This design comes from an exercise in tuning for small area, a short achievable clock period and few clock cycles on the open sky130 flow, not from production work.
At most, simulation tests tie the RTL to the original design; equivalence was not proved.

==> inputs of 04-16 <==
// binimg_cq
module binimg_cq (
    input  wire        clk,
    input  wire        rst,
    input  wire        cmd_valid,
    output wire        cmd_ready,
    input  wire [31:0] cmd_word,
    output wire        rsp_valid,
    input  wire        rsp_ready,
    output wire [31:0] rsp_word,
    output wire [63:0] rsp_rgba16
);
==> module bq_pre, before the edit <==
module bq_pre (
    input  wire [31:0] cmd,
    output wire [2:0]  op3
);
    wire [3:0]  opc = cmd[31:28];
    wire [23:0] opd = cmd[23:0];
    wire        ill = (cmd[27:24] != 4'd0) | (opc == 4'd0) | opc[3]
                    | (((opc == 4'd1) | (opc == 4'd6)) & (opd[23:8] != 16'd0))
                    | (((opc == 4'd2) | (opc == 4'd4)) & (opd[23:16] != 8'd0))
                    | ((opc == 4'd7) & (opd[23:4] != 20'd0));
    assign op3 = ill ? 3'd0 : opc[2:0];
endmodule
==> module bq_core, before the edit <==
module bq_core (
    input  wire [2:0]  op3,
    input  wire [23:0] op,
    output wire        st_ill,      
    output wire        st_qr,       
    output wire        f_lz,
    output wire        f_nm,
    output wire        f_gray,
    output wire [23:0] res,
    output wire        rgba_en,     
    output wire        gb_en        
);
    wire op_dec = (op3 == 3'd1), op_enc = (op3 == 3'd2), op_r2q = (op3 == 3'd3),
         op_q2r = (op3 == 3'd4), op_pck = (op3 == 3'd5), op_upk = (op3 == 3'd6),
         op_lut = (op3 == 3'd7);
    assign st_ill = (op3 == 3'd0);
    wire       r_gray;
    wire [4:0] kk;
    wire [3:0] ridx;
    bq_r2q u_r2q (.r(op[23:16]), .g(op[15:8]), .b(op[7:0]), .gray(r_gray), .k(kk), .idx(ridx));
    wire [3:0] h4 = op[7:4];
    wire [3:0] l4 = op[3:0];
    wire       dgray = (l4 == 4'd0);
    wire [3:0] lut_i = op_lut ? l4 : op_r2q ? ridx : h4;
    wire [8:0] lut_o;
    bq_lut u_lut (.i(lut_i), .deg(lut_o));
    wire [8:0] hue_f = lut_o & ~{9{op_r2q ? r_gray : (dgray & ~op_lut)}};
    wire       e_s  = op[15];
    wire       e_ls = op[14];
    wire [4:0] e_ln = op[13:9];
    wire [3:0] g17;
    bq_g17 u_g17 (.x(op_pck ? kk : e_ln), .y(g17));
    wire [7:0] e_pix;
    wire       e_lz, e_nm;
    bq_enc u_enc (.q(op[15:0]), .g17(g17), .pix(e_pix), .lz(e_lz), .nomatch(e_nm));
    wire       rerr = e_ln[4] & (~e_ls | (e_ln[3:1] != 3'd0));     
    wire [7:0] p_byte = r_gray ? {g17, 4'd0} : {ridx, kk[3:0]};
    wire       q_s   = op_upk ? ~dgray : e_s;
    wire       q_ls  = op_upk ? ~dgray : e_ls;
    wire [4:0] q_ln  = op_upk ? {1'b0, dgray ? h4 : l4} : e_ln;
    wire [8:0] q_hue = op_upk ? hue_f : op[8:0];
    wire [23:0] q_rgb;
    bq_q2r u_q2r (.s(q_s), .ls(q_ls), .ln(q_ln), .hue(q_hue), .rgb(q_rgb));
    assign st_qr = (op_enc | op_q2r) & rerr;
    wire ok = ~st_ill & ~st_qr;
    assign f_gray = ok & ((op_dec & dgray) | (op_enc & ~e_s) | ((op_r2q | op_pck) & r_gray)
                        | ((op_q2r | op_upk) & ~q_s));
    assign f_lz = ok & ((op_enc & e_lz) | (op_pck & ~r_gray & kk[4]));
    assign f_nm = ok & op_enc & e_nm;
    assign rgba_en = ok & (op_q2r | op_upk);
    assign gb_en = op_q2r | op_upk;
    wire [6:0] q16_hi = op_r2q ? {~r_gray, 1'b1, kk} : {~dgray, ~dgray, 1'b0, dgray ? h4 : l4};
    assign res = {24{ok}} & (
          ({24{op_dec | op_r2q}} & {8'd0, q16_hi, hue_f})
        | ({24{op_lut}} & {15'd0, hue_f})
        | ({24{op_enc}} & {16'd0, e_pix})
        | ({24{op_pck}} & {16'd0, p_byte})
        | ({24{op_q2r | op_upk}} & q_rgb));
endmodule
==> module binimg_cq, before the edit <==
module binimg_cq (
    input  wire        clk,
    input  wire        rst,
    input  wire        cmd_valid,
    output wire        cmd_ready,
    input  wire [31:0] cmd_word,
    output wire        rsp_valid,
    input  wire        rsp_ready,
    output wire [31:0] rsp_word,
    output wire [63:0] rsp_rgba16
);
    reg        vi, vo, vo2;
    reg [26:0] ireg;           
    reg [30:0] oreg, oreg2;    
    wire [2:0] pre_op3;
    bq_pre u_pre (.cmd(cmd_word), .op3(pre_op3));
    wire        c_ill, c_qr, c_lz, c_nm, c_gray, c_rgba, c_gb;
    wire [23:0] c_res;
    bq_core u_core (.op3(ireg[26:24]), .op(ireg[23:0]), .st_ill(c_ill), .st_qr(c_qr),
                    .f_lz(c_lz), .f_nm(c_nm), .f_gray(c_gray), .res(c_res),
                    .rgba_en(c_rgba), .gb_en(c_gb));
    wire [30:0] c_word = {c_gb, c_rgba, c_ill, c_qr, c_lz, c_nm, c_gray, c_res};
    assign cmd_ready  = ~(vi & vo2);
    assign rsp_valid  = vo;
    assign rsp_word   = {2'b00, oreg[27], oreg[28], 1'b0, oreg[26:0]};
    assign rsp_rgba16 = {oreg[23:16], oreg[23:16], {2{oreg[15:8] & {8{oreg[30]}}}},
                         {2{oreg[7:0] & {8{oreg[30]}}}}, {16{oreg[29]}}};
    wire o_free = ~vo | rsp_ready;        
    wire acc    = cmd_valid & cmd_ready;
    always @(posedge clk) begin
        if (acc) ireg <= {pre_op3, cmd_word[23:0]};
        if (o_free) oreg <= vo2 ? oreg2 : c_word;
        if (~vo2 | o_free) oreg2 <= c_word;
        if (rst) begin
            vi <= 1'b0; vo <= 1'b0; vo2 <= 1'b0;
        end else begin
            vi  <= acc | (vi & vo2 & ~o_free);
            vo  <= ~o_free | vo2 | vi;
            vo2 <= (~o_free & (vo2 | vi)) | (vo2 & vi);
        end
    end
endmodule
==> module bq_r2q, before the edit <==
module bq_r2q (
    input  wire [7:0] r,
    input  wire [7:0] g,
    input  wire [7:0] b,
    output wire       gray,
    output reg  [4:0] k,
    output reg  [3:0] idx
);
    wire [7:0] unused0, unused1, unused2;
    wire rg, rb, gb;                 
    bq_rca #(8) u_rg (.a(r), .b(~g), .ci(1'b1), .s(unused0), .co(rg));
    bq_rca #(8) u_rb (.a(r), .b(~b), .ci(1'b1), .s(unused1), .co(rb));
    bq_rca #(8) u_gb (.a(g), .b(~b), .ci(1'b1), .s(unused2), .co(gb));
    wire secR = rg & rb;             
    wire secG = ~rg & gb;            
    wire [7:0] cmax = rg ? (rb ? r : b) : (gb ? g : b);
    wire [7:0] cmin = rg ? (gb ? b : g) : (rb ? b : r);
    wire [7:0] cmed = secR ? (gb ? g : b) : secG ? (rb ? r : b) : (rg ? r : g);
    wire [7:0] dd, ff;
    wire [8:0] sm;
    wire       c0, c1;
    bq_rca #(8) u_dd (.a(cmax), .b(~cmin), .ci(1'b1), .s(dd), .co(c0));
    bq_rca #(8) u_ff (.a(cmed), .b(~cmin), .ci(1'b1), .s(ff), .co(c1));
    bq_rca #(8) u_sm (.a(cmax), .b(cmin), .ci(1'b0), .s(sm[7:0]), .co(sm[8]));
    assign gray = (dd == 8'd0);
    wire       neg = secR ? ~gb : secG ? rb : ~rg;
    wire [2:0] m = secR ? 3'd2 : secG ? (neg ? 3'd1 : 3'd3) : (neg ? 3'd0 : 3'd4);
    wire [9:0] md_a;
    wire       md_c;
    bq_rca #(9) u_md (.a(m[1] ? {dd, 1'b0} : 9'd0), .b(m[0] ? {1'b0, dd} : 9'd0), .ci(1'b0),
                      .s(md_a[8:0]), .co(md_c));
    wire [9:0] md = m[2] ? {dd, 2'd0} : {md_c, md_a[8:0]};
    wire [11:0] f15;
    wire        c2;
    bq_rca #(12) u_f15 (.a({ff, 4'd0}), .b(~{4'd0, ff}), .ci(1'b1), .s(f15), .co(c2));
    wire [12:0] u1;
    wire        c3;
    bq_rca #(13) u_u1 (.a({1'b0, f15}), .b(~{3'd0, md}), .ci(1'b1), .s(u1), .co(c3));
    wire [10:0] d5;
    wire        c4;
    bq_rca #(10) u_d5 (.a({dd, 2'd0}), .b({2'd0, dd}), .ci(1'b0), .s(d5[9:0]), .co(d5[10]));
    wire [15:0] vv;
    wire        c5;
    bq_rca #(16) u_vv (.a({u1, 3'd0}), .b(~{5'd0, d5}), .ci(neg), .s(vv), .co(c5));
    wire [13:0] d41;
    wire [11:0] d9;
    wire        c7;
    bq_rca #(11) u_d9 (.a({dd, 3'd0}), .b({3'd0, dd}), .ci(1'b0), .s(d9[10:0]), .co(d9[11]));
    bq_rca #(14) u_d41 (.a({1'b0, dd, 5'd0}), .b({2'd0, d9}), .ci(1'b0), .s(d41), .co(c7));
    wire [14:0] w1, w2;
    wire        ge1, ge2;           
    bq_rca #(15) u_t1 (.a(vv[14:0]), .b(~{1'b0, d41}), .ci(1'b1), .s(w1), .co(ge1));
    bq_rca #(15) u_t2 (.a(vv[14:0]), .b(~{d41, 1'b0}), .ci(1'b1), .s(w2), .co(ge2));
    wire t0 = vv[15];
    wire t1 = ~ge1;
    wire t2 = ~ge2;
    wire [1:0] cnt = t0 ? 2'd3 : t1 ? 2'd2 : t2 ? 2'd1 : 2'd0;
    always @(*) begin
        if (secR) idx = neg ? 4'd15 : 4'd3 - cnt;
        else if (secG) idx = neg ? 4'd3 + cnt : 4'd9 - cnt;
        else idx = neg ? 4'd9 + cnt : 4'd15 - cnt;
    end
    always @(*) begin
        if (sm <= 9'd45) k = 5'd1;
        else if (sm <= 9'd75) k = 5'd2;
        else if (sm <= 9'd105) k = 5'd3;
        else if (sm <= 9'd135) k = 5'd4;
        else if (sm <= 9'd165) k = 5'd5;
        else if (sm <= 9'd195) k = 5'd6;
        else if (sm <= 9'd225) k = 5'd7;
        else if (sm <= 9'd255) k = 5'd8;
        else if (sm <= 9'd285) k = 5'd9;
        else if (sm <= 9'd315) k = 5'd10;
        else if (sm <= 9'd345) k = 5'd11;
        else if (sm <= 9'd375) k = 5'd12;
        else if (sm <= 9'd405) k = 5'd13;
        else if (sm <= 9'd435) k = 5'd14;
        else if (sm <= 9'd465) k = 5'd15;
        else k = 5'd16;
    end
endmodule
clock: 60.0 ns
lec_check: 0
abc_area: 1
cap_margin: 20
core_margin: 2
core_utilization: 40
slew_margin: 20
run.sh (not shown) runs the stock make flow with config.mk's settings and CLKGATE_MAP_FILE= SYNTH_SCRIPT=/design/flow/synth_recipe.tcl, a recipe that flattens the netlist after the stock synthesis.
==> 02-24 (differences from 04-16) <==
--- a/flow/design.v
+++ b/flow/design.v
@@ -212,11 +212,6 @@
     output wire [2:0]  op3
 );
-    wire [3:0]  opc = cmd[31:28];
-    wire [23:0] opd = cmd[23:0];
-    wire        ill = (cmd[27:24] != 4'd0) | (opc == 4'd0) | opc[3]
-                    | (((opc == 4'd1) | (opc == 4'd6)) & (opd[23:8] != 16'd0))
-                    | (((opc == 4'd2) | (opc == 4'd4)) & (opd[23:16] != 8'd0))
-                    | ((opc == 4'd7) & (opd[23:4] != 20'd0));
-    assign op3 = ill ? 3'd0 : opc[2:0];
+    wire bad = (cmd[27:24] != 4'd0) | cmd[31];
+    assign op3 = bad ? 3'd0 : cmd[30:28];
 endmodule
 module bq_core (
@@ -235,5 +230,8 @@
          op_q2r = (op3 == 3'd4), op_pck = (op3 == 3'd5), op_upk = (op3 == 3'd6),
          op_lut = (op3 == 3'd7);
-    assign st_ill = (op3 == 3'd0);
+    assign st_ill = (op3 == 3'd0)
+                  | ((op3 == 3'd1 | op3 == 3'd6) & (op[23:8] != 16'd0))
+                  | ((op3 == 3'd2 | op3 == 3'd4) & (op[23:16] != 8'd0))
+                  | ((op3 == 3'd7) & (op[23:4] != 20'd0));
     wire       r_gray;
     wire [4:0] kk;
@@ -243,8 +241,9 @@
     wire [3:0] l4 = op[3:0];
     wire       dgray = (l4 == 4'd0);
-    wire [3:0] lut_i = op_lut ? l4 : op_r2q ? ridx : h4;
-    wire [8:0] lut_o;
-    bq_lut u_lut (.i(lut_i), .deg(lut_o));
-    wire [8:0] hue_f = lut_o & ~{9{op_r2q ? r_gray : (dgray & ~op_lut)}};
+    wire [8:0] lut_h4, lut_b;
+    bq_lut u_lut_h4 (.i(h4), .deg(lut_h4));
+    bq_lut u_lut_b (.i(op_lut ? l4 : ridx), .deg(lut_b));
+    wire [8:0] hue_d = lut_h4 & ~{9{dgray}};           
+    wire [8:0] hue_b = lut_b & ~{9{~op_lut & r_gray}};   
     wire       e_s  = op[15];
     wire       e_ls = op[14];
@@ -260,8 +259,8 @@
     wire       q_ls  = op_upk ? ~dgray : e_ls;
     wire [4:0] q_ln  = op_upk ? {1'b0, dgray ? h4 : l4} : e_ln;
-    wire [8:0] q_hue = op_upk ? hue_f : op[8:0];
+    wire [8:0] q_hue = op_upk ? hue_d : op[8:0];
     wire [23:0] q_rgb;
     bq_q2r u_q2r (.s(q_s), .ls(q_ls), .ln(q_ln), .hue(q_hue), .rgb(q_rgb));
-    assign st_qr = (op_enc | op_q2r) & rerr;
+    assign st_qr = ~st_ill & (op_enc | op_q2r) & rerr;
     wire ok = ~st_ill & ~st_qr;
     assign f_gray = ok & ((op_dec & dgray) | (op_enc & ~e_s) | ((op_r2q | op_pck) & r_gray)
@@ -270,9 +269,10 @@
     assign f_nm = ok & op_enc & e_nm;
     assign rgba_en = ok & (op_q2r | op_upk);
-    assign gb_en = op_q2r | op_upk;
+    assign gb_en = op_q2r | op_upk;                     
     wire [6:0] q16_hi = op_r2q ? {~r_gray, 1'b1, kk} : {~dgray, ~dgray, 1'b0, dgray ? h4 : l4};
     assign res = {24{ok}} & (
-          ({24{op_dec | op_r2q}} & {8'd0, q16_hi, hue_f})
-        | ({24{op_lut}} & {15'd0, hue_f})
+          ({24{op_dec}} & {8'd0, q16_hi, hue_d})
+        | ({24{op_r2q}} & {8'd0, q16_hi, hue_b})
+        | ({24{op_lut}} & {15'd0, hue_b})
         | ({24{op_enc}} & {16'd0, e_pix})
         | ({24{op_pck}} & {16'd0, p_byte})
@@ -290,32 +290,39 @@
     output wire [63:0] rsp_rgba16
 );
-    reg        vi, vo, vo2;
-    reg [26:0] ireg;           
-    reg [30:0] oreg, oreg2;    
+    reg        va, vb, h, vo, rdy;
+    reg [26:0] areg, breg;     
+    reg [30:0] oreg;           
     wire [2:0] pre_op3;
     bq_pre u_pre (.cmd(cmd_word), .op3(pre_op3));
+    wire [26:0] cur = h ? breg : areg;
     wire        c_ill, c_qr, c_lz, c_nm, c_gray, c_rgba, c_gb;
     wire [23:0] c_res;
-    bq_core u_core (.op3(ireg[26:24]), .op(ireg[23:0]), .st_ill(c_ill), .st_qr(c_qr),
+    bq_core u_core (.op3(cur[26:24]), .op(cur[23:0]), .st_ill(c_ill), .st_qr(c_qr),
                     .f_lz(c_lz), .f_nm(c_nm), .f_gray(c_gray), .res(c_res),
                     .rgba_en(c_rgba), .gb_en(c_gb));
-    wire [30:0] c_word = {c_gb, c_rgba, c_ill, c_qr, c_lz, c_nm, c_gray, c_res};
-    assign cmd_ready  = ~(vi & vo2);
+    assign cmd_ready  = rdy;
     assign rsp_valid  = vo;
     assign rsp_word   = {2'b00, oreg[27], oreg[28], 1'b0, oreg[26:0]};
     assign rsp_rgba16 = {oreg[23:16], oreg[23:16], {2{oreg[15:8] & {8{oreg[30]}}}},
                          {2{oreg[7:0] & {8{oreg[30]}}}}, {16{oreg[29]}}};
-    wire o_free = ~vo | rsp_ready;        
-    wire acc    = cmd_valid & cmd_ready;
+    wire any    = va | vb;
+    wire tgt    = any ? ~h : h;               
+    wire o_free = ~vo | rsp_ready;            
+    wire acc    = cmd_valid & rdy;
+    wire take   = o_free & any;               
+    wire va_n   = (va & ~(take & ~h)) | (acc & ~tgt);
+    wire vb_n   = (vb & ~(take & h)) | (acc & tgt);
     always @(posedge clk) begin
-        if (acc) ireg <= {pre_op3, cmd_word[23:0]};
-        if (o_free) oreg <= vo2 ? oreg2 : c_word;
-        if (~vo2 | o_free) oreg2 <= c_word;
+        if (rdy & ~tgt) areg <= {pre_op3, cmd_word[23:0]};
+        if (rdy & tgt)  breg <= {pre_op3, cmd_word[23:0]};
+        if (o_free) oreg <= {c_gb, c_rgba, c_ill, c_qr, c_lz, c_nm, c_gray, c_res};
         if (rst) begin
-            vi <= 1'b0; vo <= 1'b0; vo2 <= 1'b0;
+            va <= 1'b0; vb <= 1'b0; h <= 1'b0; vo <= 1'b0; rdy <= 1'b1;
         end else begin
-            vi  <= acc | (vi & vo2 & ~o_free);
-            vo  <= ~o_free | vo2 | vi;
-            vo2 <= (~o_free & (vo2 | vi)) | (vo2 & vi);
+            va  <= va_n;
+            vb  <= vb_n;
+            h   <= h ^ take;
+            vo  <= ~o_free | any;
+            rdy <= ~(va_n & vb_n);
         end
     end
==> flow/flow/run.sh (new file) <==
#!/bin/bash
# Standard ORFS layout with two changes to how it is made (the constraint file is unchanged):
#  - ports are buffered with the plain sky130 buffer instead of the delay buffer ORFS picks;
#  - the timing repair steps aim for a shorter clock period than the constraint's.
set -euo pipefail
bash standard.sh "BUFFER_PORTS_ARGS=-buffer_cell sky130_fd_sc_hd__buf_1" SETUP_SLACK_MARGIN=47 TNS_END_PERCENT=0 RECOVER_POWER=100 finish > standard_flow.log 2>&1
==> flow/standard.sh (new file) <==
#!/bin/bash
# synth_recipe.tcl (not shown) runs the flow's synth.tcl, then flattens the netlist and writes it again
# the make line also repeats each setting of config.mk as NAME=value (left out here)
make -C /OpenROAD-flow-scripts/flow DESIGN_CONFIG=/design/flow/config.mk WORK_HOME=/design/flow/orfs CLKGATE_MAP_FILE= SYNTH_SCRIPT=/design/flow/synth_recipe.tcl "${@:-finish}"
removed: flow/run.sh
==> 04-08 (differences from 04-16) <==
--- a/flow/design.v
+++ b/flow/design.v
@@ -92,8 +92,6 @@
     bq_rca #(16) u_vv (.a({u1, 3'd0}), .b(~{5'd0, d5}), .ci(neg), .s(vv), .co(c5));
     wire [13:0] d41;
-    wire [11:0] d9;
     wire        c7;
-    bq_rca #(11) u_d9 (.a({dd, 3'd0}), .b({3'd0, dd}), .ci(1'b0), .s(d9[10:0]), .co(d9[11]));
-    bq_rca #(14) u_d41 (.a({1'b0, dd, 5'd0}), .b({2'd0, d9}), .ci(1'b0), .s(d41), .co(c7));
+    bq_rca #(14) u_d41 (.a({d5, 3'd0}), .b({6'd0, dd}), .ci(1'b0), .s(d41), .co(c7));
     wire [14:0] w1, w2;
     wire        ge1, ge2;           
@@ -212,11 +210,6 @@
     output wire [2:0]  op3
 );
-    wire [3:0]  opc = cmd[31:28];
-    wire [23:0] opd = cmd[23:0];
-    wire        ill = (cmd[27:24] != 4'd0) | (opc == 4'd0) | opc[3]
-                    | (((opc == 4'd1) | (opc == 4'd6)) & (opd[23:8] != 16'd0))
-                    | (((opc == 4'd2) | (opc == 4'd4)) & (opd[23:16] != 8'd0))
-                    | ((opc == 4'd7) & (opd[23:4] != 20'd0));
-    assign op3 = ill ? 3'd0 : opc[2:0];
+    wire bad = (cmd[27:24] != 4'd0) | cmd[31];
+    assign op3 = bad ? 3'd0 : cmd[30:28];
 endmodule
 module bq_core (
@@ -235,5 +228,8 @@
          op_q2r = (op3 == 3'd4), op_pck = (op3 == 3'd5), op_upk = (op3 == 3'd6),
          op_lut = (op3 == 3'd7);
-    assign st_ill = (op3 == 3'd0);
+    assign st_ill = (op3 == 3'd0)
+                  | ((op3 == 3'd1 | op3 == 3'd6) & (op[23:8] != 16'd0))
+                  | ((op3 == 3'd2 | op3 == 3'd4) & (op[23:16] != 8'd0))
+                  | ((op3 == 3'd7) & (op[23:4] != 20'd0));
     wire       r_gray;
     wire [4:0] kk;
@@ -243,8 +239,9 @@
     wire [3:0] l4 = op[3:0];
     wire       dgray = (l4 == 4'd0);
-    wire [3:0] lut_i = op_lut ? l4 : op_r2q ? ridx : h4;
-    wire [8:0] lut_o;
-    bq_lut u_lut (.i(lut_i), .deg(lut_o));
-    wire [8:0] hue_f = lut_o & ~{9{op_r2q ? r_gray : (dgray & ~op_lut)}};
+    wire [8:0] lut_h4, lut_b;
+    bq_lut u_lut_h4 (.i(h4), .deg(lut_h4));
+    bq_lut u_lut_b (.i(op_lut ? l4 : ridx), .deg(lut_b));
+    wire [8:0] hue_d = lut_h4 & ~{9{dgray}};           
+    wire [8:0] hue_b = lut_b & ~{9{~op_lut & r_gray}};   
     wire       e_s  = op[15];
     wire       e_ls = op[14];
@@ -260,8 +257,8 @@
     wire       q_ls  = op_upk ? ~dgray : e_ls;
     wire [4:0] q_ln  = op_upk ? {1'b0, dgray ? h4 : l4} : e_ln;
-    wire [8:0] q_hue = op_upk ? hue_f : op[8:0];
+    wire [8:0] q_hue = op_upk ? hue_d : op[8:0];
     wire [23:0] q_rgb;
     bq_q2r u_q2r (.s(q_s), .ls(q_ls), .ln(q_ln), .hue(q_hue), .rgb(q_rgb));
-    assign st_qr = (op_enc | op_q2r) & rerr;
+    assign st_qr = ~st_ill & (op_enc | op_q2r) & rerr;
     wire ok = ~st_ill & ~st_qr;
     assign f_gray = ok & ((op_dec & dgray) | (op_enc & ~e_s) | ((op_r2q | op_pck) & r_gray)
@@ -270,9 +267,10 @@
     assign f_nm = ok & op_enc & e_nm;
     assign rgba_en = ok & (op_q2r | op_upk);
-    assign gb_en = op_q2r | op_upk;
+    assign gb_en = op_q2r | op_upk;                     
     wire [6:0] q16_hi = op_r2q ? {~r_gray, 1'b1, kk} : {~dgray, ~dgray, 1'b0, dgray ? h4 : l4};
     assign res = {24{ok}} & (
-          ({24{op_dec | op_r2q}} & {8'd0, q16_hi, hue_f})
-        | ({24{op_lut}} & {15'd0, hue_f})
+          ({24{op_dec}} & {8'd0, q16_hi, hue_d})
+        | ({24{op_r2q}} & {8'd0, q16_hi, hue_b})
+        | ({24{op_lut}} & {15'd0, hue_b})
         | ({24{op_enc}} & {16'd0, e_pix})
         | ({24{op_pck}} & {16'd0, p_byte})
@@ -290,32 +288,41 @@
     output wire [63:0] rsp_rgba16
 );
-    reg        vi, vo, vo2;
-    reg [26:0] ireg;           
-    reg [30:0] oreg, oreg2;    
+    reg        va, vb, h, vo, rdy;
+    reg [26:0] areg, breg;     
+    reg [30:0] oreg;           
+    reg        gb_b;           
     wire [2:0] pre_op3;
     bq_pre u_pre (.cmd(cmd_word), .op3(pre_op3));
+    wire [26:0] cur = h ? breg : areg;
     wire        c_ill, c_qr, c_lz, c_nm, c_gray, c_rgba, c_gb;
     wire [23:0] c_res;
-    bq_core u_core (.op3(ireg[26:24]), .op(ireg[23:0]), .st_ill(c_ill), .st_qr(c_qr),
+    bq_core u_core (.op3(cur[26:24]), .op(cur[23:0]), .st_ill(c_ill), .st_qr(c_qr),
                     .f_lz(c_lz), .f_nm(c_nm), .f_gray(c_gray), .res(c_res),
                     .rgba_en(c_rgba), .gb_en(c_gb));
-    wire [30:0] c_word = {c_gb, c_rgba, c_ill, c_qr, c_lz, c_nm, c_gray, c_res};
-    assign cmd_ready  = ~(vi & vo2);
+    assign cmd_ready  = rdy;
     assign rsp_valid  = vo;
     assign rsp_word   = {2'b00, oreg[27], oreg[28], 1'b0, oreg[26:0]};
     assign rsp_rgba16 = {oreg[23:16], oreg[23:16], {2{oreg[15:8] & {8{oreg[30]}}}},
-                         {2{oreg[7:0] & {8{oreg[30]}}}}, {16{oreg[29]}}};
-    wire o_free = ~vo | rsp_ready;        
-    wire acc    = cmd_valid & cmd_ready;
+                         {2{oreg[7:0] & {8{gb_b}}}}, {16{oreg[29]}}};
+    wire any    = va | vb;
+    wire tgt    = any ? ~h : h;               
+    wire o_free = ~vo | rsp_ready;            
+    wire acc    = cmd_valid & rdy;
+    wire take   = o_free & any;               
+    wire va_n   = (va & ~(take & ~h)) | (acc & ~tgt);
+    wire vb_n   = (vb & ~(take & h)) | (acc & tgt);
     always @(posedge clk) begin
-        if (acc) ireg <= {pre_op3, cmd_word[23:0]};
-        if (o_free) oreg <= vo2 ? oreg2 : c_word;
-        if (~vo2 | o_free) oreg2 <= c_word;
+        if (rdy & ~tgt) areg <= {pre_op3, cmd_word[23:0]};
+        if (rdy & tgt)  breg <= {pre_op3, cmd_word[23:0]};
+        if (o_free) oreg <= {c_gb, c_rgba, c_ill, c_qr, c_lz, c_nm, c_gray, c_res};
+        if (o_free) gb_b <= c_gb & ~c_ill;
         if (rst) begin
-            vi <= 1'b0; vo <= 1'b0; vo2 <= 1'b0;
+            va <= 1'b0; vb <= 1'b0; h <= 1'b0; vo <= 1'b0; rdy <= 1'b1;
         end else begin
-            vi  <= acc | (vi & vo2 & ~o_free);
-            vo  <= ~o_free | vo2 | vi;
-            vo2 <= (~o_free & (vo2 | vi)) | (vo2 & vi);
+            va  <= va_n;
+            vb  <= vb_n;
+            h   <= h ^ take;
+            vo  <= ~o_free | any;
+            rdy <= ~(va_n & vb_n);
         end
     end
==> flow/flow/run.sh (new file) <==
#!/bin/bash
# Standard ORFS layout with two changes to how it is made (the constraint file is unchanged):
#  - ports are buffered with the plain sky130 buffer instead of the delay buffer ORFS picks;
#  - the timing repair steps aim for a shorter clock period than the constraint's.
set -euo pipefail
bash standard.sh "BUFFER_PORTS_ARGS=-buffer_cell sky130_fd_sc_hd__buf_1" SETUP_SLACK_MARGIN=47 TNS_END_PERCENT=0 finish > standard_flow.log 2>&1
==> flow/standard.sh (new file) <==
#!/bin/bash
# synth_recipe.tcl (not shown) runs the flow's synth.tcl, then flattens the netlist and writes it again
# the make line also repeats each setting of config.mk as NAME=value (left out here)
make -C /OpenROAD-flow-scripts/flow DESIGN_CONFIG=/design/flow/config.mk WORK_HOME=/design/flow/orfs CLKGATE_MAP_FILE= SYNTH_SCRIPT=/design/flow/synth_recipe.tcl "${@:-finish}"
- CTS_BUF_LIST: unset -> sky130_fd_sc_hd__clkbuf_4 sky130_fd_sc_hd__clkbuf_8
removed: flow/run.sh
==> summary.md <==
| Metric | Value |
|---|---|
| CTS sink cnt | `91` |
| Final worst-path setup slack | `46,820 ps` |
| Die ar. | `35,050 um^2` |
| Area of the multi-input gates | `8731 um^2` |
| Most frequent cells in the layout | `nand2_1 (395), inv_1 (327), nor2_1 (152)` |
| DR vias/cell | `5.176` |
| Post-CTS setup buffers | `3` |
| Outcome | `complete, no violations` |
| Non-clock buffering overhead in the final layout | `0.04530` |
# the run above: 04-08

==> summary.md <==
| Metric | Value |
|---|---|
| Max Cap Viol | `4` |
| Most frequent cells in the layout | `nand2_1 (413), inv_1 (323), nor2_1 (154)` |
| Area of the multi-input gates | `8840 um^2` |
| Fin. max-slew vios | `121` |
| Violated checks | `max-capacitance violations, max-slew violations` |
| Outcome | `complete, but fails checks` |
# the run above: 02-24

==> summary.md <==
| Metric | Value |
|---|---|
| CTS sink cnt | `92` |
| Post-CTS setup buffers | `0` |
| DR vias/cell | `5.246` |
| Outcome | `complete, no violations` |
| Yosys warnings | `6` |
| Final worst-path setup slack | `38,240 ps` |
| Most frequent cells in the layout | `nand2_1 (490), inv_1 (321), nor2_1 (152)` |
| RR Startpoint | `ireg[1]` |
| WL/cell | `16.76 um` |
| Top Ports | `134` |
# the run above: 04-16

Testbench counts of 04-08, summed over its fixed seeds: cycles 80,016.
Only the layout flow was run in 04-16 and 02-24; the RTL was not checked for function there.

[re-timing with driven ports]
The flow's constraints put no driver on any port. The routed layouts listed below were extracted and timed again, unchanged, in two steps.
Step 1 assumes that a clkbuf_16 drives the clock port and a buf_2 every other input.
Step 2 moves the port delays by t, midway between the first and last clock arrival at a register: inputs arrive t later, outputs are due t later. That takes back most of the time a late clock gives input paths.
Three values: ideal, step 1, step 2; two values: the first two.
| run | t (ns) | setup slack, ns | latest minus earliest clock arrival (ns) |
|---|---|---|---|
| 04-16 | 0.416 | 38.241 / 38.241 / 38.241 | 0.019 / 0.019 |
| 02-24 | 0.404 | 43.059 / 43.059 / 43.059 | 0.014 / 0.014 |
| 04-08 | 0.452 | 46.817 / 46.779 / 46.801 | 0.033 / 0.032 |
For 04-08, which loses most, drivers alone change the setup slack by -0.038 ns; drivers and shift together by -0.016 ns.
